Source: an optimization exercise on an open RTL-to-GDS flow (aim: small area and a short achievable clock period). Production flows keep margins and buffers that such runs may drop.
Only simulation tests tie the RTL to the original design; equivalence was not proved.
Power is estimated from default activity; no workload was simulated.

===== flow/design.v =====
module rdm630_core (
    input  wire         clk,
    input  wire         rst,         
    input  wire         rx_valid,
    input  wire [7:0]   rx_data,
    output wire         rx_ready,
    input  wire         eval,
    output wire         res_valid,
    output wire [1:0]   res,
    output wire         fvalid,
    output wire [111:0] frame,
    output wire         xst,
    output wire [39:0]  card,
    output wire [7:0]   csum,
    output wire [7:0]   p6
);
    localparam [7:0] START_B = 8'h02;
    localparam [7:0] END_B   = 8'h03;
    reg [4:0]   cursor;      
    reg         in_frame;
    reg         ok;          
    reg [111:0] sr;          
    reg [111:0] frame_q;     
    reg         fvalid_q;
    wire full = cursor[4];                   
    assign rx_ready = !full && !rst;
    wire fire     = rx_valid && rx_ready;
    wire mark_n;
    rdm630_mark u_mark (
        .d      (rx_data[7:1]),
        .mark_n (mark_n)
    );
    wire is_start = !mark_n && !rx_data[0];
    wire is_end   = !mark_n &&  rx_data[0];
    wire is_hex   = ((rx_data >= 8'h30) && (rx_data <= 8'h39)) ||
                    ((rx_data >= 8'h41) && (rx_data <= 8'h46));
    wire st    = fire && is_start;               
    wire app   = fire && in_frame && !is_start;  
    wire c13 = (cursor == 5'd13);
    wire c14 = (cursor == 5'd14);
    wire c15 = (cursor >= 5'd15);
    wire [4:0] cursor_rx   = st ? 5'd1 : app ? cursor + 5'd1 : cursor;
    wire       in_frame_rx = st ? 1'b1 : (app && is_end) ? 1'b0 : in_frame;
    wire       ok_rx       = st ? 1'b1 :
                             app ? (ok && (c13 ? is_end : is_hex)) : ok;
    wire shift = fire && (in_frame || is_start);
    wire [111:0] sr_next = ({112{shift}}  & {sr[103:0], rx_data}) |
                           ({112{!shift}} & sr);
    wire do_eval = eval && !rst;
    wire apnd  = in_frame && !full;                  
    wire [1:0] r0 = c15 ? 2'd3 : c14 ? (ok ? 2'd1 : 2'd2) : 2'd0;
    wire [1:0] ra = (c14 || c15) ? 2'd3 : c13 ? 2'd2 : 2'd0;   
    wire [1:0] re = (c14 || c15) ? 2'd3 : c13 ? (ok ? 2'd1 : 2'd2) : 2'd0;
    wire [1:0] pn = apnd ? ra : r0;
    wire [1:0] pe = apnd ? re : r0;
    wire [1:0] ps = full ? r0 : 2'd0;
    assign res_valid = do_eval;
    rdm630_res u_res (
        .rx_valid (rx_valid),
        .mark_n   (mark_n),
        .d0       (rx_data[0]),
        .r0       (r0),
        .pn       (pn),
        .pe       (pe),
        .ps       (ps),
        .res      (res)
    );
    wire cap  = do_eval && (cursor_rx == 5'd14);
    wire over = do_eval && (cursor_rx >  5'd14);
    always @(posedge clk) begin
        if (rst) begin
            cursor   <= 5'd0;
            in_frame <= 1'b0;
            fvalid_q <= 1'b0;
            ok       <= 1'b0;
        end else begin
            in_frame <= in_frame_rx;
            if (cap || over) begin
                cursor   <= 5'd0;
                ok       <= 1'b0;
                fvalid_q <= cap && ok_rx;
            end else begin
                cursor   <= cursor_rx;
                ok       <= ok_rx;
            end
        end
    end
    always @(posedge clk) begin
        sr <= sr_next;
        if (cap)
            frame_q <= sr_next;
    end
    assign fvalid = fvalid_q;
    assign xst    = !fvalid_q;
    assign frame  = frame_q;
    rdm630_xtr u_xtr (
        .frame (frame_q),
        .card  (card),
        .csum  (csum),
        .p6    (p6)
    );
endmodule
module rdm630_res (
    input  wire       rx_valid,
    input  wire       mark_n,      
    input  wire       d0,
    input  wire [1:0] r0,
    input  wire [1:0] pn,
    input  wire [1:0] pe,
    input  wire [1:0] ps,
    output wire [1:0] res
);
    wire [1:0] res_mark  = !rx_valid ? r0 : d0 ? pe : ps;
    wire [1:0] res_other = !rx_valid ? r0 : pn;
    assign res = mark_n ? res_other : res_mark;
endmodule
module rdm630_xtr (
    input  wire [111:0] frame,
    output wire [39:0]  card,
    output wire [7:0]   csum,
    output wire [7:0]   p6
);
    function [3:0] hexval;
        input [7:0] c;
        begin
            hexval = {c[3] | c[6],
                      c[2] | (c[6] & c[1] & c[0]),
                      c[1] ^ (c[6] & c[0]),
                      c[0] ^ c[6]};
        end
    endfunction
    wire [7:0] pair [0:5];
    genvar g;
    generate
        for (g = 0; g < 6; g = g + 1) begin : g_pair
            assign pair[g] = {hexval(frame[111-8*(1+2*g) -: 8]),
                              hexval(frame[111-8*(2+2*g) -: 8])};
        end
        for (g = 0; g < 5; g = g + 1) begin : g_card
            assign card[39-8*g -: 8] = pair[g];
        end
    endgenerate
    assign csum = pair[0] ^ pair[1] ^ pair[2] ^ pair[3] ^ pair[4];
    assign p6   = pair[5];
endmodule
module rdm630_mark (
    input  wire [7:1] d,
    output wire       mark_n
);
    assign mark_n = !(d == 7'b0000001);
endmodule

===== flow/flow/run.sh =====
#!/bin/bash
set -euo pipefail
bash standard.sh \
    "SYNTH_SCRIPT=$PWD/flow/my_synth.tcl" \
    "BUFFER_PORTS_ARGS=-buffer_cell sky130_fd_sc_hd__buf_1" \
    SETUP_SLACK_MARGIN=5.5 \
    finish > flow_make.log 2>&1

===== flow/flow/hand_cells.v =====
// Hand-mapped sky130hd netlists for the two small modules on the design's
// input-to-output path (rdm630_mark, rdm630_res). They implement exactly the
// RTL modules of the same names; my_synth.tcl puts them in place of ABC's
// mapping of those modules.

// mark_n = !(d[7:1] == 7'b0000001)
module rdm630_mark (d, mark_n);
    input  [7:1] d;
    output       mark_n;
    wire a, b, c;
    sky130_fd_sc_hd__nor2_1  u_a (.A(d[7]), .B(d[6]), .Y(a));
    sky130_fd_sc_hd__nor2_1  u_b (.A(d[5]), .B(d[4]), .Y(b));
    sky130_fd_sc_hd__nor3b_1 u_c (.A(d[3]), .B(d[2]), .C_N(d[1]), .Y(c));
    sky130_fd_sc_hd__nand3_1 u_m (.A(a), .B(b), .C(c), .Y(mark_n));
endmodule

// res = mark_n ? (rx_valid ? pn : r0) : (rx_valid ? (d0 ? pe : ps) : r0)
module rdm630_res (rx_valid, mark_n, d0, r0, pn, pe, ps, res);
    input        rx_valid, mark_n, d0;
    input  [1:0] r0, pn, pe, ps;
    output [1:0] res;
    wire         vn;
    wire   [1:0] t, r0n, a, b, mn, nn;
    sky130_fd_sc_hd__inv_1 u_vn (.A(rx_valid), .Y(vn));
    genvar i;
    generate
        for (i = 0; i < 2; i = i + 1) begin : g_bit
            // t = !(d0 ? pe : ps)
            sky130_fd_sc_hd__mux2i_1 u_t   (.A0(ps[i]), .A1(pe[i]), .S(d0), .Y(t[i]));
            sky130_fd_sc_hd__inv_1   u_r0n (.A(r0[i]), .Y(r0n[i]));
            // mn = rx_valid ? t : !r0 = !(rx_valid ? (d0 ? pe : ps) : r0)
            sky130_fd_sc_hd__nand2_1 u_a   (.A(rx_valid), .B(t[i]), .Y(a[i]));
            sky130_fd_sc_hd__nand2_1 u_b   (.A(vn), .B(r0n[i]), .Y(b[i]));
            sky130_fd_sc_hd__nand2_1 u_m   (.A(a[i]), .B(b[i]), .Y(mn[i]));
            // nn = !(rx_valid ? pn : r0)
            sky130_fd_sc_hd__mux2i_1 u_n   (.A0(r0[i]), .A1(pn[i]), .S(rx_valid), .Y(nn[i]));
            // res = !(mark_n ? nn : mn)
            sky130_fd_sc_hd__mux2i_1 u_r   (.A0(mn[i]), .A1(nn[i]), .S(mark_n), .Y(res[i]));
        end
    endgenerate
endmodule

===== flow/flow/my_synth.tcl =====
# The standard flow's synthesis script (synth_recipe.tcl) with one change: after ABC has
# mapped every module, the two small modules on the input-to-output path
# (rdm630_mark, rdm630_res) are replaced by the hand-mapped netlists in
# hand_cells.v, which implement the same functions; then the design is
# flattened and written as the standard flow's script does.
proc synth {args} { yosys synth -nofsm -noshare {*}$args }
source $::env(SCRIPTS_DIR)/synth.tcl
delete rdm630_mark rdm630_res
read_verilog [file join [file dirname [info script]] hand_cells.v]
hierarchy -top $::env(DESIGN_NAME)
tee -o $::env(REPORTS_DIR)/synth_stat_hand.txt stat {*}$lib_args
# left out here: clear keep_hierarchy, flatten, clean up, hide names made inside functions, write 1_2_yosys.v

===== flow/standard.sh =====
#!/bin/bash
# synth_recipe.tcl (not shown) runs the flow's synth.tcl, then flattens the netlist and writes it again
# the make line also repeats each setting of config.mk as NAME=value (left out here)
make -C /OpenROAD-flow-scripts/flow DESIGN_CONFIG=/design/flow/config.mk WORK_HOME=/design/flow/orfs CLKGATE_MAP_FILE= SYNTH_SCRIPT=/design/flow/synth_recipe.tcl "${@:-finish}"

===== flow/config.mk =====
export PLATFORM = sky130hd
export DESIGN_NAME = rdm630_core
export DESIGN_NICKNAME = rdm630_core
export VERILOG_FILES = /design/flow/design.v
export SDC_FILE = /design/flow/constraint.sdc
export NUM_CORES = 4
export LEC_CHECK = 0
export CAP_MARGIN = 20
export CORE_MARGIN = 2
export CORE_UTILIZATION = 60
export CTS_BUF_LIST = sky130_fd_sc_hd__clkbuf_16
export CTS_CLUSTER_DIAMETER = 80
export CTS_CLUSTER_SIZE = 30
export PLACE_DENSITY = 0.8
export SETUP_SLACK_MARGIN = 5
export SLEW_MARGIN = 20
export SYNTH_HIERARCHICAL = 1
export SYNTH_MINIMUM_KEEP_SIZE = 0

===== flow/constraint.sdc =====
create_clock -name core_clock -period 10.0 [get_ports {clk}]
set_input_delay 2.0000 -clock core_clock [delete_from_list [all_inputs] [get_ports {clk}]]
set_output_delay 2.0000 -clock core_clock [all_outputs]
set_load 0.01 [all_outputs]

==> impl_metrics.csv, run 1 <==
group,metric,value,unit
timing,grt_setup_unrepaired,"true",
die,start_util,61.9,%
place,routabilityCongestion,0.876,
die,die_h,124,µm
timing,min_period,4.74,ns
timing,relSlewSlack,37.7,%
finish,final_layout_size_suffix_gt1_share,7.10,%
clock_tree,h-tree-depth,1,
route,wl_per_cell,16.3,µm
die,die-area,0.0153,mm²
synthesis,synth_area,0.00862,mm²
route,viasPerCell,5.31,
setup_path,reg2reg_depth,5,
setup_path,timing.rr.start,"cursor[4]",
timing,tightest_slew,0.934,ns
timing,period_share,47.4,%
finish,area_delta_synth_final,14.8,%
die,die_w,124,µm
synthesis,synth_nets,806,
route,drt_wl_total,18500,µm
synthesis,postSynthAreaPerCell,11.1,µm²
status,outcome,"timing/DRC/antenna clean",
setup_path,worstPathCellList,"buf_8 -> nor3b_4 -> nand3_2 -> mux2i_1 -> buf_2",
global_routing,grt_pass1_wl,28000,µm
place,port_buffers,185,
global_routing,use_met2,42.2,%
timing,finalSetupTns,0,ns
clock_tree,cts_tree,"yes",
global_routing,use_met3,3.94,%
place,placed_cell_area,0.00950,mm²
timing,hold_viol,0,
die,io-pin-count,186,
route,drtAntennaViolNets,0,
setup_path,crit_path_max_incr_delay,0.18,ns
timing,fmax,0.211,GHz
min_path,hold_depth,2,
finish,final.fill_count,1029,
global_routing,antenna_found_initial,0,
power_and_ir_drop,p_per_area,150,mW/mm²
setup_path,crit_path_start_kind,"input port",
finish,fin_cells,1138,
global_routing,grt_usage,23.7,%
route,num_vias,6043,
place,placed_cells,1116,
clock_tree,insertion_delay,0.45,ns
setup_path,required,8.00,ns
route,drc,0,
setup_path,reg2reg_to,"frame_q[27]",
finish,n_antenna_cell,0,
global_routing,grt_max_degree,94,
setup_path,crit_slowest_cell,"nor3b_4",
finish,fin_area,0.00989,mm²
power_and_ir_drop,peakVddDrop,0.0932,mV
setup_path,cp-end-kind,"output port",
power_and_ir_drop,leakage,3.88,nW
global_routing,grt_pass1_vias,5577,
clock_tree,cts.path.max_buffers,3,
route,first_pass_iters,5,
global_routing,gr-usage-met1,30.8,%
min_path,holdPathEnd,"sr[111]",
run,cap_violations,0,
setup_path,path_class,"input port to output port",
clock_tree,cts-root-buf,"clkbuf_16",
synthesis,yosysWarnings,8,
global_routing,grt-ovfl-total,0,
clock_tree,cts_buffers,11,
timing,skew,0.0137,ns
synthesis,syn_inst,778,
setup_path,r2r_setup_slack,7.04,ns
die,num_rows,43,
clock_tree,clkTransAtPathRegs,0.10,ns
clock_tree,cts_sinks,232,
global_routing,grt-busiest-layer,"met2",
setup_path,worstPathArrival,2.74,ns
timing,slew_violations,0,
setup_path,cp_max_fo,3,
route,drtIter0Drc,504,
min_path,min-delay-start,"sr[111]",
timing,setup_viol,0,
power_and_ir_drop,finalPower,1.48,mW
min_path,hold_path_class,"flip-flop to flip-flop",
place,dp_hpwl,12900,µm
die,coreArea,0.0139,mm²
clock_tree,cts_hold_buf,0,
finish,num-nets-final,982,
-- layer usage --
layer | part of all wire (%) | vias to the layer above
li1 | - | 2937
met5 | 0 | -
met2 | 51 | 184
met1 | 42 | 2897
met3 | 5.6 | 25
met4 | 1.6 | 0
-- cells in the final DEF, fill, tap and decap left out, drive strengths merged, types with 2 or more instances in the layout --
cell      n
a21oi     4
o21ai    14
nand3     3
and3      4
xnor2    12
o21a      2
buf     194
edfxtp  112
xnor3     8
o31ai     2
mux2i     6
a31oi     2
a31o     12
nor2     15
dfxtp   120
inv      17
nor3b     3
or2      13
clkbuf   11
a211oi    3
nand2   344
xor2     16
and2      2
a21boi    2
nor3      5
ha       16
-- worst max path at each step --
| stage | start | endpoint | slack [ns] | cells past startpoint |
|---|---|---|---|---|
| floorplan | rx_data[1] | frame_q[0] | 4.86 | 8 |
| global placement | rx_data[0] | res[0] | 5.10 | 6 |
| detailed placement | rx_data[0] | res[1] | 5.05 | 6 |
| CTS | rx_data[2] | res[1] | 5.28 | 5 |
| global route | rx_data[2] | res[0] | 5.20 | 5 |
| finish | rx_data[2] | res[1] | 5.26 | 5 |
-- flip-flops by register name, summed over array words and instances, names as in the netlist --
name	cells
frame_q	112
sr	112
cursor	5
fvalid_q	1
in_frame	1
ok	1
-- layout make-up --
type / instances / area [µm²] / area share, %
tap: 180 / 225 / 2.28
clock buffer: 11 / 275 / 2.78
clock inverter: 6 / 27.5 / 0.278
sequential: 232 / 5770 / 58.3
inverter: 11 / 41.3 / 0.417
timing repair buffer: 194 / 802 / 8.11
multi-input combinational: 504 / 2760 / 27.9
-- per-stage QoR --
step / utilization (%) / setup slack [ns] / hold slack (ns)
floorplan: - / 4.86 / 0.414
global placement: 68.2 / 5.10 / 0.428
detailed placement: 68.2 / 5.05 / 0.434
CTS: 70.7 / 5.28 / 0.457
global route: 71.0 / 5.20 / 0.480
finish: 71.0 / 5.26 / 0.454
-- critical path: cells and delay by family --
family | cells | cell delay [ns]
simple gates | 2 | 0.32
buf+inv | 2 | 0.24
mux | 1 | 0.17
-- power by group --
group / total (mW) / internal (mW) / switching (mW)
logic: 0.0177 / 0.00759 / 0.0101
registers: 0.992 / 0.990 / 0.00222
clock network: 0.473 / 0.204 / 0.268
-- repair_timing --
item                                    CTS  global route
buffers inserted                          3             2
endpoints found under the setup margin    4             3
resized for setup                        16             7
pin swaps                                 3             3
cloned                                    0             0
==> run 2, diff against run 1 <==
==> flow/flow/run.sh (replaced) <==
#!/bin/bash
set -euo pipefail
bash standard.sh \
    "SYNTH_SCRIPT=$PWD/flow/my_synth.tcl" \
    "BUFFER_PORTS_ARGS=-buffer_cell sky130_fd_sc_hd__buf_1" \
    SETUP_SLACK_MARGIN=5.35 \
    finish > flow_make.log 2>&1
==> impl_metrics.csv, run 2 <==
group,metric,value,unit
route,drt_wl_total,18500,µm
clock_tree,insertion_delay,0.46,ns
die,coreArea,0.0139,mm²
die,start_util,61.9,%
die,die-area,0.0153,mm²
synthesis,yosysWarnings,8,
timing,skew,0.0146,ns
finish,num-nets-final,980,
clock_tree,cts.path.max_buffers,3,
route,wl_per_cell,16.3,µm
synthesis,synth_area,0.00862,mm²
finish,final_common_cell,"nand2_1",
timing,grt_setup_unrepaired,"true",
timing,slew_violations,0,
status,outcome,"timing/DRC/antenna clean",
setup_path,cp-end-kind,"output port",
setup_path,cp_max_fo,3,
route,drc,0,
synthesis,postSynthAreaPerCell,11.1,µm²
setup_path,timing.rr.start,"cursor[4]",
setup_path,worstPathArrival,2.74,ns
setup_path,crit_path_max_incr_delay,0.19,ns
global_routing,grt_usage,23.7,%
finish,layout_common_cells,"nand2_1, buf_1, dfxtp_1",
power_and_ir_drop,finalPower,1.48,mW
place,port_buffers,185,
run,cap_violations,0,
finish,area_delta_synth_final,14.5,%
setup_path,worst-path-buf-inv,2,
global_routing,grt_max_degree,94,
synthesis,syn_inst,778,
setup_path,r2r_setup_slack,7.07,ns
finish,reg_top3,"frame_q x112, sr x112, cursor x5",
timing,fmax,0.211,GHz
timing,min_period,4.74,ns
finish,final_layout_size_suffix_gt1_share,6.49,%
global_routing,grt_pass1_vias,5558,
timing,relSlewSlack,37.1,%
timing,tightest_slew,0.944,ns
timing,period_share,47.4,%
power_and_ir_drop,leakage,3.87,nW
min_path,hold_path_class,"flip-flop to flip-flop",
clock_tree,clkTransAtPathRegs,0.11,ns
setup_path,crit_cells,5,
clock_tree,cts_sinks,232,
setup_path,worstPathCellList,"buf_8 -> nor3b_4 -> nand3_2 -> mux2i_1 -> buf_2",
route,first_pass_iters,5,
global_routing,grt-ovfl-total,0,
die,die_h,124,µm
place,dp_hpwl,12900,µm
clock_tree,cts-root-buf,"clkbuf_16",
synthesis,synth_nets,806,
global_routing,antenna_found_initial,0,
clock_tree,cts_buffers,11,
setup_path,crit_slowest_cell,"nor3b_4",
setup_path,reg2reg_to,"frame_q[27]",
route,drtAntennaViolNets,0,
setup_path,crit_path_start_kind,"input port",
clock_tree,h-tree-depth,1,
setup_path,startpoint,"rx_data[2]",
die,die_w,124,µm
route,drtIter0Drc,528,
place,routabilityCongestion,0.876,
die,num_rows,43,
setup_path,required,8.00,ns
timing,finalSetupTns,0,ns
global_routing,grt_pass1_wl,27900,µm
setup_path,path_class,"input port to output port",
finish,n_antenna_cell,0,
clock_tree,cts_tree,"yes",
setup_path,critical_path.top_delay_family,"simple AND/OR/NAND/NOR gates",
setup_path,reg2reg_depth,5,
route,viasPerCell,5.32,
timing,hold_viol,0,
power_and_ir_drop,peakVddDrop,0.0928,mV
timing,setup_viol,0,
die,io-pin-count,186,
setup_path,worstSetupEndpoint,"res[1]",
route,num_vias,6042,
power_and_ir_drop,p_per_area,150,mW/mm²
run 2: cell type report:
class | instances | area (µm²)
inverters | 11 | 41.3
fillers | 1031 | 4060
well taps | 180 | 225
clock inverters | 6 | 27.5
clock buffers | 11 | 275
flip-flops and latches | 232 | 5770
repair buffers | 192 | 785
multi-input cells | 504 | 2750
run 2: worst min-delay path by stage:
stage                    to     from  cells after the start  slack (ns)
global route        sr[105]  sr[105]                      2        0.48
CTS                 sr[106]  sr[106]                      2        0.46
detailed placement  sr[105]  sr[105]                      2        0.43
global placement    sr[104]  sr[104]                      2        0.43
floorplan           sr[104]  sr[104]                      2        0.41
finish              sr[111]  sr[111]                      2        0.45
run 2: where the power goes:
part / switching (mW) / internal [mW]
clock: 0.269 / 0.204
sequential: 0.00220 / 0.990
combinational: 0.00996 / 0.00689
total: 0.281 / 1.20
run 2: stage by stage:
| step | hold WS [ns] | utilization (%) | instances | worst slack (ns) | area [µm²] |
|---|---|---|---|---|---|
| floorplan | 0.414 | - | 778 | 4.86 | 8690 |
| global placement | 0.428 | 68.2 | 1116 | 5.10 | 9500 |
| detailed placement | 0.434 | 68.2 | 1116 | 5.05 | 9500 |
| CTS | 0.457 | 70.6 | 1135 | 5.28 | 9840 |
| global route | 0.480 | 70.8 | 1136 | 5.20 | 9870 |
| finish | 0.454 | 70.8 | 1136 | 5.26 | 9870 |
run 2: worst register-to-register path, cell delays in order (launching register included):
cell and delay, ns:
dfxtp_1 0.43, nor3b_1 0.51, a21boi_4 0.68, buf_4 0.85
nand2_1 0.21, nand2_1 0.13
run 2: routing by layer:
metal / GRT usage, % / up-vias / routed length (µm)
met4: 5.04 / 0 / 302
met2: 42.1 / 196 / 9410
met1: 30.8 / 2893 / 7630
met5: 0 / - / 0
li1: - / 2928 / -
met3: 3.94 / 25 / 1130
run 2: what timing repair did:
action | 4_1_cts | 5_1_grt
gates resized for setup | 14 | 4
hold buffers | 0 | 0
setup buffers | 2 | 1
hold endpoints to repair | 0 | 0
endpoints found under the setup margin | 2 | 2
pin swaps | 2 | 2
==> run 3, diff against run 2 <==
--- a/flow/config.mk
+++ b/flow/config.mk
@@ -9,8 +9,8 @@
 export CORE_MARGIN = 2
 export CORE_UTILIZATION = 60
 export CTS_BUF_LIST = sky130_fd_sc_hd__clkbuf_16
-export CTS_CLUSTER_DIAMETER = 80
-export CTS_CLUSTER_SIZE = 30
+export CTS_CLUSTER_DIAMETER = 100
+export CTS_CLUSTER_SIZE = 24
 export PLACE_DENSITY = 0.8
 export SETUP_SLACK_MARGIN = 5
 export SLEW_MARGIN = 20
==> impl_metrics.csv, run 3 <==
group,metric,value,unit
timing,period_share,47.2,%
global_routing,grt_usage,23.8,%
setup_path,crit_slowest_cell,"nor3b_4",
power_and_ir_drop,internal-power,1.23,mW
timing,setup_viol,0,
finish,area_delta_synth_final,15.1,%
die,die_h,124,µm
die,coreArea,0.0139,mm²
finish,num-nets-final,982,
timing,finalSetupTns,0,ns
clock_tree,cts_hold_buf,0,
timing,min_period,4.72,ns
timing,grt_setup_unrepaired,"true",
power_and_ir_drop,pwr-share-seq,65.1,%
setup_path,crit_path_max_incr_delay,0.18,ns
global_routing,grt_max_degree,94,
global_routing,antenna_found_initial,0,
timing,hold_viol,0,
clock_tree,cts.path.max_buffers,3,
place,routabilityCongestion,0.876,
clock_tree,insertion_delay,0.45,ns
route,num_vias,6071,
setup_path,crit_cells,5,
synthesis,yosysWarnings,8,
synthesis,postSynthAreaPerCell,11.1,µm²
die,io-pin-count,186,
route,viasPerCell,5.33,
finish,final_layout_size_suffix_gt1_share,6.68,%
route,wl_per_cell,16.3,µm
setup_path,r2r_setup_slack,7.07,ns
finish,final.fill_count,1037,
clock_tree,cts_sinks,232,
route,first_pass_iters,5,
power_and_ir_drop,switching_power,288,µW
timing,tightest_slew,0.931,ns
global_routing,grt_pass1_wl,28000,µm
route,drt_wl_total,18600,µm
setup_path,worst-path-buf-inv,2,
setup_path,cp_max_fo,3,
clock_tree,cts-root-buf,"clkbuf_16",
setup_path,required,8.00,ns
clock_tree,clkTransAtPathRegs,0.08,ns
place,port_buffers,185,
min_path,hold_path_class,"flip-flop to flip-flop",
route,drc,0,
timing,whs,0.452,ns
power_and_ir_drop,p_sw_share,18.9,%
setup_path,cp-end-kind,"output port",
die,die-area,0.0153,mm²
finish,n_antenna_cell,0,
finish,final_common_cell,"nand2_1",
setup_path,critical_path.top_delay_family,"simple AND/OR/NAND/NOR gates",
finish,reg_top3,"frame_q x112, sr x112, cursor x5",
finish,layout_common_cells,"nand2_1, buf_1, dfxtp_1",
clock_tree,cts_buffers,13,
setup_path,worstPathCellList,"buf_8 -> nor3b_4 -> nand3_2 -> mux2i_1 -> buf_2",
power_and_ir_drop,power_frac_clock,33.7,%
power_and_ir_drop,combPwrFrac,1.1,%
status,outcome,"timing/DRC/antenna clean",
timing,skew,0.00821,ns
clock_tree,cts_tree,"yes",
power_and_ir_drop,peakVddDrop,0.135,mV
clock_tree,h-tree-depth,1,
timing,fmax,0.212,GHz
route,drtIter0Drc,560,
power_and_ir_drop,leakage,3.89,nW
place,dp_hpwl,12900,µm
route,drtAntennaViolNets,0,
setup_path,path_class,"input port to output port",
min_path,hold_depth,2,
die,start_util,61.9,%
synthesis,synth_area,0.00862,mm²
global_routing,grt-ovfl-total,0,
setup_path,worstPathArrival,2.72,ns
timing,slew_violations,0,
power_and_ir_drop,p_per_area,153,mW/mm²
synthesis,syn_inst,778,
synthesis,synth_nets,806,
die,num_rows,43,
setup_path,crit_path_start_kind,"input port",
setup_path,reg2reg_depth,5,
die,die_w,124,µm
timing,relSlewSlack,37.9,%
global_routing,grt_pass1_vias,5662,
run,cap_violations,0,
-- run 3: worst paths after layout --
kind / startpoint / end
setup / recovery: rx_data[2] / res[1]
hold reg to reg: sr[111] / sr[111]
setup reg to reg: cursor[4] / frame_q[78]
hold / removal: sr[111] / sr[111]
-- run 3: final cells by class --
type / instances / area, µm² / share of cell area [%]
Sequential cell: 232 / 5770 / 58.1
Multi-Input combinational cell: 504 / 2750 / 27.7
Tap cell: 180 / 225 / 2.27
Timing Repair Buffer: 192 / 785 / 7.91
Inverter: 11 / 41.3 / 0.416
Clock inverter: 6 / 27.5 / 0.277
Clock buffer: 13 / 325 / 3.28
-- run 3: per-layer routing --
layer / vias up / routed length (µm) / global-route usage (%)
li1: 2931 / - / -
met1: 2909 / 7750 / 31.1
met2: 201 / 9330 / 41.2
met3: 30 / 1100 / 3.98
met4: 0 / 418 / 6.53
met5: - / 0 / 0
-- run 3: timing repair --
action / in CTS / in global routing
gates cloned: 0 / 0
setup endpoints to repair: 2 / 2
pin swaps: 2 / 2
gates resized for setup: 14 / 4
buffers inserted: 2 / 1
-- run 3: metrics by stage --
stage / worst slack, ns / cell area, µm² / utilization, % / total power [mW] / instances
after floorplan: 4.86 / 8690 / - / 1.02 / 778
final: 5.28 / 9920 / 71.2 / 1.52 / 1138
after global placement: 5.10 / 9500 / 68.2 / 1.03 / 1116
after global routing: 5.21 / 9920 / 71.2 / 1.57 / 1138
after detailed placement: 5.05 / 9500 / 68.2 / 1.03 / 1116
after CTS: 5.28 / 9890 / 71.0 / 1.53 / 1137
-- run 3: power by group through the flow --
| stage | sequential (mW) | combinational [mW] | clock [mW] |
|---|---|---|---|
| after global placement | 1.01 | 0.0136 | 0 |
| final | 0.992 | 0.0169 | 0.514 |
| after detailed placement | 1.01 | 0.0142 | 0 |
| after CTS | 0.992 | 0.0159 | 0.524 |
| after floorplan | 1.01 | 0.00936 | 0 |
| after global routing | 0.992 | 0.0190 | 0.555 |
-- run 3: worst register-to-register path, cell delays in order (launching register included) --
cell and delay [ns]:
dfxtp_1 0.42, nor3b_1 0.50, a21boi_4 0.69, buf_4 0.84, nand2_1 0.22, nand2_1 0.12
==> run 4, diff against run 3 <==
--- a/flow/config.mk
+++ b/flow/config.mk
@@ -8,9 +8,9 @@
 export CAP_MARGIN = 20
 export CORE_MARGIN = 2
 export CORE_UTILIZATION = 60
-export CTS_BUF_LIST = sky130_fd_sc_hd__clkbuf_16
-export CTS_CLUSTER_DIAMETER = 100
-export CTS_CLUSTER_SIZE = 24
+export CTS_BUF_LIST = sky130_fd_sc_hd__clkbuf_8
+export CTS_CLUSTER_DIAMETER = 60
+export CTS_CLUSTER_SIZE = 16
 export PLACE_DENSITY = 0.8
 export SETUP_SLACK_MARGIN = 5
 export SLEW_MARGIN = 20
==> impl_metrics.csv, run 4 <==
group,metric,value,unit
setup_path,crit_slowest_cell,"nor2_1",
setup_path,cp-end-kind,"output port",
clock_tree,insertion_delay,0.50,ns
timing,tightest_slew,0.957,ns
clock_tree,cts-root-buf,"clkbuf_8",
die,die-area,0.0153,mm²
clock_tree,cts_sinks,232,
finish,num-nets-final,987,
setup_path,worstPathCellList,"buf_1 -> nor2_1 -> nand3_2 -> mux2i_1 -> buf_2",
place,dp_hpwl,12900,µm
clock_tree,cts.path.max_buffers,3,
timing,grt_setup_unrepaired,"true",
timing,whs,0.454,ns
setup_path,worstPathArrival,2.75,ns
status,outcome,"timing/DRC/antenna clean",
route,drtIter0Drc,476,
die,coreArea,0.0139,mm²
route,num_vias,6044,
route,wl_per_cell,16.1,µm
setup_path,worst-path-buf-inv,2,
route,viasPerCell,5.25,
power_and_ir_drop,power_frac_clock,31.4,%
global_routing,grt_pass1_wl,27700,µm
setup_path,required,8.00,ns
power_and_ir_drop,p_per_area,149,mW/mm²
setup_path,crit_path_max_incr_delay,0.18,ns
power_and_ir_drop,internal-power,1.18,mW
power_and_ir_drop,peakVddDrop,0.118,mV
power_and_ir_drop,leakage,3.91,nW
finish,fin_cells,1151,
timing,setup_viol,0,
synthesis,yosysWarnings,8,
power_and_ir_drop,combPwrFrac,1.1,%
synthesis,syn_inst,778,
die,num_rows,43,
die,start_util,61.9,%
global_routing,grt_pass1_vias,5605,
finish,n_antenna_cell,0,
run,cap_violations,0,
finish,final_layout_size_suffix_gt1_share,7.21,%
timing,min_period,4.75,ns
power_and_ir_drop,finalPower,1.47,mW
finish,layout_common_cells,"nand2_1, buf_1, dfxtp_1",
route,drtAntennaViolNets,0,
setup_path,r2r_setup_slack,7.08,ns
timing,fmax,0.210,GHz
power_and_ir_drop,p_sw_share,20.0,%
place,routabilityCongestion,0.876,
timing,slew_violations,0,
finish,final_common_cell,"nand2_1",
clock_tree,cts_tree,"yes",
clock_tree,clkTransAtPathRegs,0.10,ns
finish,reg_top3,"frame_q x112, sr x112, cursor x5",
global_routing,antenna_found_initial,0,
setup_path,path_class,"input port to output port",
finish,fin_area,0.00988,mm²
finish,area_delta_synth_final,14.6,%
timing,finalSetupTns,0,ns
die,die_w,124,µm
timing,period_share,47.5,%
setup_path,crit_path_start_kind,"input port",
timing,skew,0.0118,ns
die,die_h,124,µm
global_routing,grt_max_degree,94,
clock_tree,cts_buffers,18,
place,placed_cells,1116,
place,port_buffers,185,
timing,relSlewSlack,36.2,%
route,first_pass_iters,5,
synthesis,synth_nets,806,
power_and_ir_drop,pwr-share-seq,67.5,%
die,io-pin-count,186,
route,drc,0,
global_routing,grt-ovfl-total,0,
timing,hold_viol,0,
place,placed_cell_area,0.00950,mm²
power_and_ir_drop,switching_power,294,µW
setup_path,cp_max_fo,4,
min_path,hold_path_class,"flip-flop to flip-flop",
clock_tree,cts_hold_buf,0,
route,drt_wl_total,18500,µm
setup_path,critical_path.top_delay_family,"simple AND/OR/NAND/NOR gates",
global_routing,grt_usage,23.6,%
synthesis,synth_area,0.00862,mm²
synthesis,postSynthAreaPerCell,11.1,µm²
clock_tree,h-tree-depth,1,
-- run 4: layer usage --
layer / share of wire, % / GRT usage, %
met2: 50 / 41.3
met4: 1.9 / 5.68
met1: 42 / 30.8
met3: 6.1 / 4.26
met5: 0 / 0
-- run 4: repair_timing --
| action | in CTS | in global routing |
|---|---|---|
| hold endpoints to repair | 0 | 0 |
| setup buffers | 2 | 1 |
| setup endpoints to repair | 2 | 2 |
| pin swaps | 2 | 2 |
| gates resized for setup | 14 | 4 |
-- run 4: path summary, 6_finish.rpt --
kind                            cells past startpoint     endpoint  startpoint
worst max-delay path                                5       res[1]  rx_data[7]
worst min-delay path                                2      sr[111]     sr[111]
worst max register to register                      5  frame_q[27]   cursor[4]
worst min register to register                      2      sr[111]     sr[111]
-- run 4: power groups by stage --
stage	clock network, mW	registers (mW)	logic (mW)
2_1_floorplan	0	1.01	0.00936
3_3_place_gp	0	1.01	0.0136
3_5_place_dp	0	1.01	0.0142
4_1_cts	0.469	0.992	0.0158
5_1_grt	0.503	0.992	0.0190
6_report	0.461	0.992	0.0169
-- run 4: worst min-delay path, delay by kind of cell, from the launching register on --
family,cells,cell delay [ns]
flip-flops,1,0.31
AND/OR/NAND/NOR,2,0.11
-- run 4: layout make-up --
type	instances	area, µm²
Timing Repair Buffer	192	785
Sequential cell	232	5770
Inverter	11	41.3
Fill cell	1050	4050
Clock inverter	13	53.8
Clock buffer	19	262
Tap cell	180	225
Multi-Input combinational cell	504	2750
-- run 4: per-stage QoR --
stage	util, %	worst slack, ns
finish	70.9	5.25
global route	70.9	5.18
floorplan	-	4.86
CTS	70.7	5.28
detailed placement	68.2	5.05
global placement	68.2	5.10
==> run 5, diff against run 4 <==
==> flow/flow/run.sh (replaced) <==
#!/bin/bash
set -euo pipefail
bash standard.sh \
    "SYNTH_SCRIPT=$PWD/flow/my_synth.tcl" \
    "BUFFER_PORTS_ARGS=-buffer_cell sky130_fd_sc_hd__buf_1" \
    "PRE_IO_PLACEMENT_TCL=$PWD/flow/io.tcl" \
    SETUP_SLACK_MARGIN=5.35 \
    finish > flow_make.log 2>&1
==> flow/flow/io.tcl (new file) <==
# Pin placement constraint: the ports on the input-to-output paths (the
# byte input, the strobes and reset, and the outputs combinational in
# them) are kept together on one stretch of the left edge, so that those
# paths need no long wires.
set_io_pin_constraint -region left:30-90 -pin_names {
  rx_valid rx_data[0] rx_data[1] rx_data[2] rx_data[3] rx_data[4]
  rx_data[5] rx_data[6] rx_data[7] eval rst
  res[0] res[1] res_valid rx_ready
}
--- a/flow/config.mk
+++ b/flow/config.mk
@@ -8,9 +8,9 @@
 export CAP_MARGIN = 20
 export CORE_MARGIN = 2
 export CORE_UTILIZATION = 60
-export CTS_BUF_LIST = sky130_fd_sc_hd__clkbuf_8
-export CTS_CLUSTER_DIAMETER = 60
-export CTS_CLUSTER_SIZE = 16
+export CTS_BUF_LIST = sky130_fd_sc_hd__clkbuf_16
+export CTS_CLUSTER_DIAMETER = 80
+export CTS_CLUSTER_SIZE = 30
 export PLACE_DENSITY = 0.8
 export SETUP_SLACK_MARGIN = 5
 export SLEW_MARGIN = 20
==> impl_metrics.csv, run 5 <==
group,metric,value,unit
status,outcome,"timing/DRC/antenna clean",
clock_tree,cts_buffers,12,
setup_path,cp-end-kind,"output port",
route,drtIter0Drc,532,
finish,fin_area,0.00997,mm²
setup_path,critical_path.top_delay_family,"simple AND/OR/NAND/NOR gates",
synthesis,postSynthAreaPerCell,11.1,µm²
timing,hold_viol,0,
route,num_vias,5918,
setup_path,crit_path_max_incr_delay,0.18,ns
route,drt_wl_total,19100,µm
setup_path,crit_path_start_kind,"input port",
min_path,hold_path_class,"flip-flop to flip-flop",
timing,grt_setup_unrepaired,"true",
power_and_ir_drop,internal-power,1.24,mW
die,start_util,61.9,%
finish,final_layout_size_suffix_gt1_share,6.88,%
power_and_ir_drop,p_sw_share,19.8,%
clock_tree,clkTransAtPathRegs,0.11,ns
global_routing,grt_max_degree,90,
die,die_h,124,µm
synthesis,yosysWarnings,8,
finish,num-nets-final,981,
finish,area_delta_synth_final,15.6,%
timing,fmax,0.212,GHz
power_and_ir_drop,switching_power,308,µW
setup_path,worstPathArrival,2.72,ns
place,placed_cells,1116,
finish,utilization,71.5,%
clock_tree,cts.path.max_buffers,3,
clock_tree,insertion_delay,0.47,ns
power_and_ir_drop,finalPower,1.55,mW
setup_path,worst-path-buf-inv,2,
die,num_rows,43,
power_and_ir_drop,combPwrFrac,1.1,%
die,io-pin-count,186,
timing,min_period,4.72,ns
timing,setup_viol,0,
clock_tree,cts_tree,"yes",
timing,finalSetupTns,0,ns
power_and_ir_drop,leakage,3.90,nW
power_and_ir_drop,p_per_area,156,mW/mm²
route,wl_per_cell,16.8,µm
power_and_ir_drop,power_frac_clock,35.0,%
setup_path,cp_max_fo,3,
finish,layout_common_cells,"nand2_1, buf_1, dfxtp_1",
finish,reg_top3,"frame_q x112, sr x112, cursor x5",
timing,relSlewSlack,32.2,%
global_routing,grt_usage,24.3,%
clock_tree,h-tree-depth,1,
place,port_buffers,185,
timing,tightest_slew,1.01,ns
place,pre_cts_slack,4.45,ns
synthesis,synth_area,0.00862,mm²
die,die_w,124,µm
route,viasPerCell,5.20,
place,placed_cell_area,0.00950,mm²
timing,postLayoutSetupSlackWorst,5.28,ns
place,dp_hpwl,13400,µm
route,drc,0,
route,first_pass_iters,5,
global_routing,grt_pass1_wl,28200,µm
finish,n_antenna_cell,0,
global_routing,grt_pass1_vias,5379,
setup_path,required,8.00,ns
setup_path,crit_slowest_cell,"nor3b_4",
timing,slew_violations,0,
synthesis,synth_nets,806,
global_routing,grt-ovfl-total,0,
run,cap_violations,0,
power_and_ir_drop,peakVddDrop,0.116,mV
finish,final_common_cell,"nand2_1",
die,coreArea,0.0139,mm²
timing,whs,0.439,ns
power_and_ir_drop,pwr-share-seq,63.9,%
synthesis,syn_inst,778,
die,die-area,0.0153,mm²
global_routing,antenna_found_initial,0,
setup_path,path_class,"input port to output port",
timing,skew,0.0240,ns
clock_tree,cts-root-buf,"clkbuf_16",
place,routabilityCongestion,0.825,
timing,period_share,47.2,%
finish,fin_cells,1139,
clock_tree,cts_sinks,232,
route,drtAntennaViolNets,0,
setup_path,worstPathCellList,"buf_8 -> nor3b_4 -> nand3_2 -> mux2i_1 -> buf_2",
==> run 5: power groups by stage <==
stage,clock [mW],sequential (mW),combinational [mW]
3_5_place_dp,0,1.01,0.0147
5_1_grt,0.578,0.992,0.0196
4_1_cts,0.550,0.992,0.0163
6_report,0.543,0.992,0.0176
2_1_floorplan,0,1.01,0.00936
3_3_place_gp,0,1.01,0.0142
==> run 5: final timing paths <==
kind	startpoint	to	slack [ns]	cells after the start
max	rx_data[2]	res[0]	5.28	5
min	sr[5]	sr[13]	0.44	2
max reg2reg	cursor[4]	frame_q[83]	6.96	7
min reg2reg	sr[5]	sr[13]	0.44	2
==> run 5: layout make-up <==
class | instances | area, µm²
multi-input cells | 505 | 2770
well taps | 180 | 225
repair buffers | 191 | 785
flip-flops and latches | 232 | 5770
clock buffers | 13 | 325
clock inverters | 7 | 58.8
inverters | 11 | 41.3
fillers | 1035 | 3970
==> run 5: repair_timing <==
action | in CTS | in global routing
endpoints found under the setup margin | 114 | 114
buffers inserted | 2 | 0
gates cloned | 0 | 1
gates resized for setup | 16 | 5
hold buffers | 0 | 0
pin swaps | 1 | 2
==> run 5: tightest hold or removal path, delay by kind of cell, from the launching register on <==
family | cells | cell delay, ns
DFF | 1 | 0.32
and+or+nand+nor | 2 | 0.10
==> run 5: routing by layer <==
layer,global-route usage [%],share of wire [%],up-vias
met5,0,0,-
met4,6.61,2.2,0
met3,3.94,6.2,28
met2,39.8,48,187
met1,33.9,44,2775
li1,-,-,2928
==> run 6, diff against run 5 <==
--- a/flow/design.v
+++ b/flow/design.v
@@ -25,13 +25,13 @@
     wire full = cursor[4];                   
     assign rx_ready = !full && !rst;
     wire fire     = rx_valid && rx_ready;
-    wire mark_n;
+    wire mark;
     rdm630_mark u_mark (
-        .d      (rx_data[7:1]),
-        .mark_n (mark_n)
+        .d    (rx_data[7:1]),
+        .mark (mark)
     );
-    wire is_start = !mark_n && !rx_data[0];
-    wire is_end   = !mark_n &&  rx_data[0];
+    wire is_start = mark && !rx_data[0];
+    wire is_end   = mark &&  rx_data[0];
     wire is_hex   = ((rx_data >= 8'h30) && (rx_data <= 8'h39)) ||
                     ((rx_data >= 8'h41) && (rx_data <= 8'h46));
     wire st    = fire && is_start;               
@@ -57,7 +57,7 @@
     assign res_valid = do_eval;
     rdm630_res u_res (
         .rx_valid (rx_valid),
-        .mark_n   (mark_n),
+        .mark     (mark),
         .d0       (rx_data[0]),
         .r0       (r0),
         .pn       (pn),
@@ -102,7 +102,7 @@
 endmodule
 module rdm630_res (
     input  wire       rx_valid,
-    input  wire       mark_n,      
+    input  wire       mark,        
     input  wire       d0,
     input  wire [1:0] r0,
     input  wire [1:0] pn,
@@ -112,7 +112,7 @@
 );
     wire [1:0] res_mark  = !rx_valid ? r0 : d0 ? pe : ps;
     wire [1:0] res_other = !rx_valid ? r0 : pn;
-    assign res = mark_n ? res_other : res_mark;
+    assign res = mark ? res_mark : res_other;
 endmodule
 module rdm630_xtr (
     input  wire [111:0] frame,
@@ -145,7 +145,7 @@
 endmodule
 module rdm630_mark (
     input  wire [7:1] d,
-    output wire       mark_n
+    output wire       mark
 );
-    assign mark_n = !(d == 7'b0000001);
+    assign mark = (d == 7'b0000001);
 endmodule
==> flow/flow/run.sh (replaced) <==
#!/bin/bash
set -euo pipefail
bash standard.sh \
    "SYNTH_SCRIPT=$PWD/flow/my_synth.tcl" \
    "BUFFER_PORTS_ARGS=-buffer_cell sky130_fd_sc_hd__buf_1" \
    SETUP_SLACK_MARGIN=5.35 \
    finish > flow_make.log 2>&1
--- a/flow/flow/hand_cells.v
+++ b/flow/flow/hand_cells.v
@@ -3,20 +3,22 @@
 // RTL modules of the same names; my_synth.tcl puts them in place of ABC's
 // mapping of those modules.
 
-// mark_n = !(d[7:1] == 7'b0000001)
-module rdm630_mark (d, mark_n);
+// mark = (d[7:1] == 7'b0000001)
+module rdm630_mark (d, mark);
     input  [7:1] d;
-    output       mark_n;
-    wire a, b, c;
+    output       mark;
+    wire a, b, c, e, f;
     sky130_fd_sc_hd__nor2_1  u_a (.A(d[7]), .B(d[6]), .Y(a));
     sky130_fd_sc_hd__nor2_1  u_b (.A(d[5]), .B(d[4]), .Y(b));
-    sky130_fd_sc_hd__nor3b_1 u_c (.A(d[3]), .B(d[2]), .C_N(d[1]), .Y(c));
-    sky130_fd_sc_hd__nand3_1 u_m (.A(a), .B(b), .C(c), .Y(mark_n));
+    sky130_fd_sc_hd__nor2_1  u_c (.A(d[3]), .B(d[2]), .Y(c));
+    sky130_fd_sc_hd__nand2_1 u_e (.A(a), .B(b), .Y(e));
+    sky130_fd_sc_hd__nand2_1 u_f (.A(c), .B(d[1]), .Y(f));
+    sky130_fd_sc_hd__nor2_1  u_m (.A(e), .B(f), .Y(mark));
 endmodule
 
-// res = mark_n ? (rx_valid ? pn : r0) : (rx_valid ? (d0 ? pe : ps) : r0)
-module rdm630_res (rx_valid, mark_n, d0, r0, pn, pe, ps, res);
-    input        rx_valid, mark_n, d0;
+// res = mark ? (rx_valid ? (d0 ? pe : ps) : r0) : (rx_valid ? pn : r0)
+module rdm630_res (rx_valid, mark, d0, r0, pn, pe, ps, res);
+    input        rx_valid, mark, d0;
     input  [1:0] r0, pn, pe, ps;
     output [1:0] res;
     wire         vn;
@@ -34,8 +36,8 @@
             sky130_fd_sc_hd__nand2_1 u_m   (.A(a[i]), .B(b[i]), .Y(mn[i]));
             // nn = !(rx_valid ? pn : r0)
             sky130_fd_sc_hd__mux2i_1 u_n   (.A0(r0[i]), .A1(pn[i]), .S(rx_valid), .Y(nn[i]));
-            // res = !(mark_n ? nn : mn)
-            sky130_fd_sc_hd__mux2i_1 u_r   (.A0(mn[i]), .A1(nn[i]), .S(mark_n), .Y(res[i]));
+            // res = !(mark ? mn : nn)
+            sky130_fd_sc_hd__mux2i_1 u_r   (.A0(nn[i]), .A1(mn[i]), .S(mark), .Y(res[i]));
         end
     endgenerate
 endmodule
removed: flow/flow/io.tcl
==> impl_metrics.csv, run 6 <==
group,metric,value,unit
status,outcome,"timing/DRC/antenna clean",
route,drt_wl_total,17400,µm
finish,reg_top3,"frame_q x112, sr x112, cursor x5",
clock_tree,cts_tree,"yes",
die,io-pin-count,186,
place,placed_cells,894,
finish,final.fill_count,944,
timing,min_period,4.76,ns
synthesis,syn_inst,543,
setup_path,critical_path.top_delay_family,"simple AND/OR/NAND/NOR gates",
setup_path,worst-path-buf-inv,2,
setup_path,path_common_cell,"nor2_4",
setup_path,reg2reg_to,"frame_q[37]",
global_routing,grt_pass1_vias,4879,
finish,fin_cells,916,
setup_path,reg2reg_depth,6,
route,viasPerCell,5.49,
setup_path,cp_max_fo,4,
route,drtIter0Drc,357,
power_and_ir_drop,internal-power,1.24,mW
route,drtAntennaViolNets,0,
timing,tightest_slew,0.792,ns
global_routing,grt_usage,22.5,%
setup_path,crit_path_max_incr_delay,0.19,ns
finish,final_common_cell,"buf_1",
finish,final_layout_size_suffix_gt1_share,16.2,%
power_and_ir_drop,p_per_area,155,mW/mm²
setup_path,path_class,"input port to output port",
power_and_ir_drop,combPwrFrac,1.2,%
setup_path,timing.rr.start,"cursor[4]",
place,routabilityCongestion,0.892,
timing,slew_violations,0,
clock_tree,clkTransAtPathRegs,0.10,ns
route,drc,0,
place,port_buffers,185,
timing,skew,0.0244,ns
die,coreArea,0.0139,mm²
power_and_ir_drop,p_sw_share,19.7,%
global_routing,antenna_found_initial,0,
route,num_vias,5025,
global_routing,grt_max_degree,64,
power_and_ir_drop,pwr-share-seq,63.9,%
route,first_pass_iters,4,
synthesis,synth_nets,571,
synthesis,synth_area,0.00857,mm²
setup_path,worstPathArrival,2.76,ns
clock_tree,cts-root-buf,"clkbuf_16",
setup_path,r2r_setup_slack,6.97,ns
setup_path,required,8.00,ns
finish,num-nets-final,760,
die,die-area,0.0153,mm²
power_and_ir_drop,switching_power,305,µW
die,start_util,61.5,%
die,num_rows,43,
timing,finalSetupTns,0,ns
synthesis,yosysWarnings,8,
route,wl_per_cell,19.0,µm
finish,layout_common_cells,"buf_1, dfxtp_1, edfxtp_1",
timing,fmax,0.210,GHz
setup_path,startpoint,"rx_data[3]",
setup_path,crit_cells,6,
clock_tree,h-tree-depth,1,
global_routing,grt_pass1_wl,25800,µm
die,die_h,124,µm
place,dp_hpwl,12700,µm
timing,grt_setup_unrepaired,"true",
die,die_w,124,µm
timing,hold_viol,0,
timing,relSlewSlack,47.2,%
setup_path,crit_path_start_kind,"input port",
clock_tree,insertion_delay,0.47,ns
run,cap_violations,0,
setup_path,crit_slowest_cell,"mux2i_1",
power_and_ir_drop,peakVddDrop,0.126,mV
clock_tree,cts_buffers,12,
setup_path,cp-end-kind,"output port",
setup_path,worstPathCellList,"buf_8 -> nor2_4 -> nand2_2 -> nor2_4 -> mux2i_1 -> buf_2",
timing,setup_viol,0,
clock_tree,cts.path.max_buffers,3,
clock_tree,cts_sinks,232,
finish,n_antenna_cell,0,
timing,period_share,47.6,%
finish,area_delta_synth_final,16.6,%
power_and_ir_drop,power_frac_clock,34.9,%
synthesis,postSynthAreaPerCell,15.8,µm²
power_and_ir_drop,leakage,3.75,nW
global_routing,grt-ovfl-total,0,
min_path,hold_path_class,"flip-flop to flip-flop",
setup_path,worstSetupEndpoint,"res[1]",
run 6: stage by stage:
| step | hold WS, ns | cell area, µm² | utilization (%) | total power [mW] | setup WS [ns] |
|---|---|---|---|---|---|
| 5_1_grt | 0.485 | 9990 | 71.7 | 1.59 | 5.19 |
| 3_5_place_dp | 0.451 | 9490 | 68.1 | 1.03 | 4.78 |
| 6_report | 0.476 | 9990 | 71.7 | 1.55 | 5.24 |
| 3_3_place_gp | 0.446 | 9490 | 68.1 | 1.02 | 4.87 |
| 2_1_floorplan | 0.435 | 8620 | - | 1.02 | 3.32 |
| 4_1_cts | 0.476 | 9980 | 71.6 | 1.56 | 5.26 |
run 6: layout make-up:
cell class              instances  area [µm²]  share of cell area (%)
well taps                     180         225                    2.25
multi-input cells             283        2750                    27.5
clock buffers                  13         325                    3.26
clock inverters                 5        57.6                   0.576
flip-flops and latches        232        5770                    57.7
repair buffers                193         833                    8.34
inverters                      10        37.5                   0.376
run 6: power by group through the flow:
stage	sequential (mW)	combinational (mW)	clock, mW
5_1_grt	0.990	0.0197	0.576
2_1_floorplan	1.01	0.00783	0
4_1_cts	0.989	0.0175	0.548
3_3_place_gp	1.01	0.0135	0
3_5_place_dp	1.01	0.0141	0
6_report	0.989	0.0181	0.540
run 6: worst min-delay path by stage:
| stage | slack, ns | start | to | cells past startpoint |
|---|---|---|---|---|
| 2_1_floorplan | 0.43 | sr[104] | sr[104] | 1 |
| 3_3_place_gp | 0.45 | sr[110] | sr[110] | 1 |
| 3_5_place_dp | 0.45 | sr[111] | sr[111] | 1 |
| 4_1_cts | 0.48 | sr[111] | sr[111] | 1 |
| 5_1_grt | 0.49 | sr[111] | sr[111] | 1 |
| 6_report | 0.48 | sr[111] | sr[111] | 1 |
run 6: worst reg2reg max path: cells and delay by family, from the launching register on:
kind                   cells  cell delay, ns
AND/OR/NAND/NOR            4            1.46
flip-flops                 1            0.46
buffers and inverters      1            0.45
AO/OA/AOI/OAI              1            0.27
run 6: layer usage:
layer / track usage, % / share of wire, % / vias up
li1: - / - / 2372
met1: 30.6 / 43 / 2462
met2: 38.6 / 49 / 175
met3: 3.32 / 5.5 / 16
met4: 4.76 / 1.9 / 0
met5: 0 / 0 / -
run 6: what timing repair did:
action / CTS / global route
buffers inserted: 4 / 0
endpoints found under the setup margin: 115 / 115
hold buffers: 0 / 0
cloned: 0 / 0
pin swaps: 5 / 2
resized for setup: 29 / 5

port drivers added, routing unchanged:
The results above use ideal ports. As a check the final layouts listed here were re-extracted and re-timed, cells and wires unchanged. Step 1 (the two cells are an assumption about what drives the block):
set clk [get_ports {clk}]
set_driving_cell -lib_cell sky130_fd_sc_hd__clkbuf_16 $clk
set_driving_cell -lib_cell sky130_fd_sc_hd__buf_2 [delete_from_list [all_inputs] $clk]
Step 2 moves the port delays by t, midway between the first and last clock arrival at a register: inputs arrive t later, outputs are due t later. That takes back most of the time a late clock gives input paths. a / b / c = ideal ports / drivers / drivers and shift; a / b = the first two.
run | t, ns | slack for setup (ns) | hold slack, ns | worst slew at a driven data input, ns | pins driven straight from the clock port
run 1 | 0.490 | 5.264 / 5.216 / 5.026 | 0.454 / 0.454 / 0.454 | 0.06 | 1
run 2 | 0.490 | 5.263 / 5.216 / 5.059 | 0.454 / 0.454 / 0.454 | 0.06 | 1
run 3 | 0.486 | 5.278 / 5.230 / 5.072 | 0.452 / 0.452 / 0.452 | 0.06 | 1
run 4 | 0.532 | 5.249 / 5.213 / 5.051 | 0.454 / 0.454 / 0.454 | 0.06 | 1
run 5 | 0.504 | 5.279 / 5.231 / 5.027 | 0.439 / 0.439 / 0.439 | 0.06 | 1
run 6 | 0.498 | 5.241 / 5.202 / 5.050 | 0.476 / 0.476 / 0.476 | 0.06 | 1
After both steps setup and hold are still met in every run listed. For run 5, which loses most, drivers alone change the setup slack by -0.048 ns; drivers and shift together by -0.252 ns.
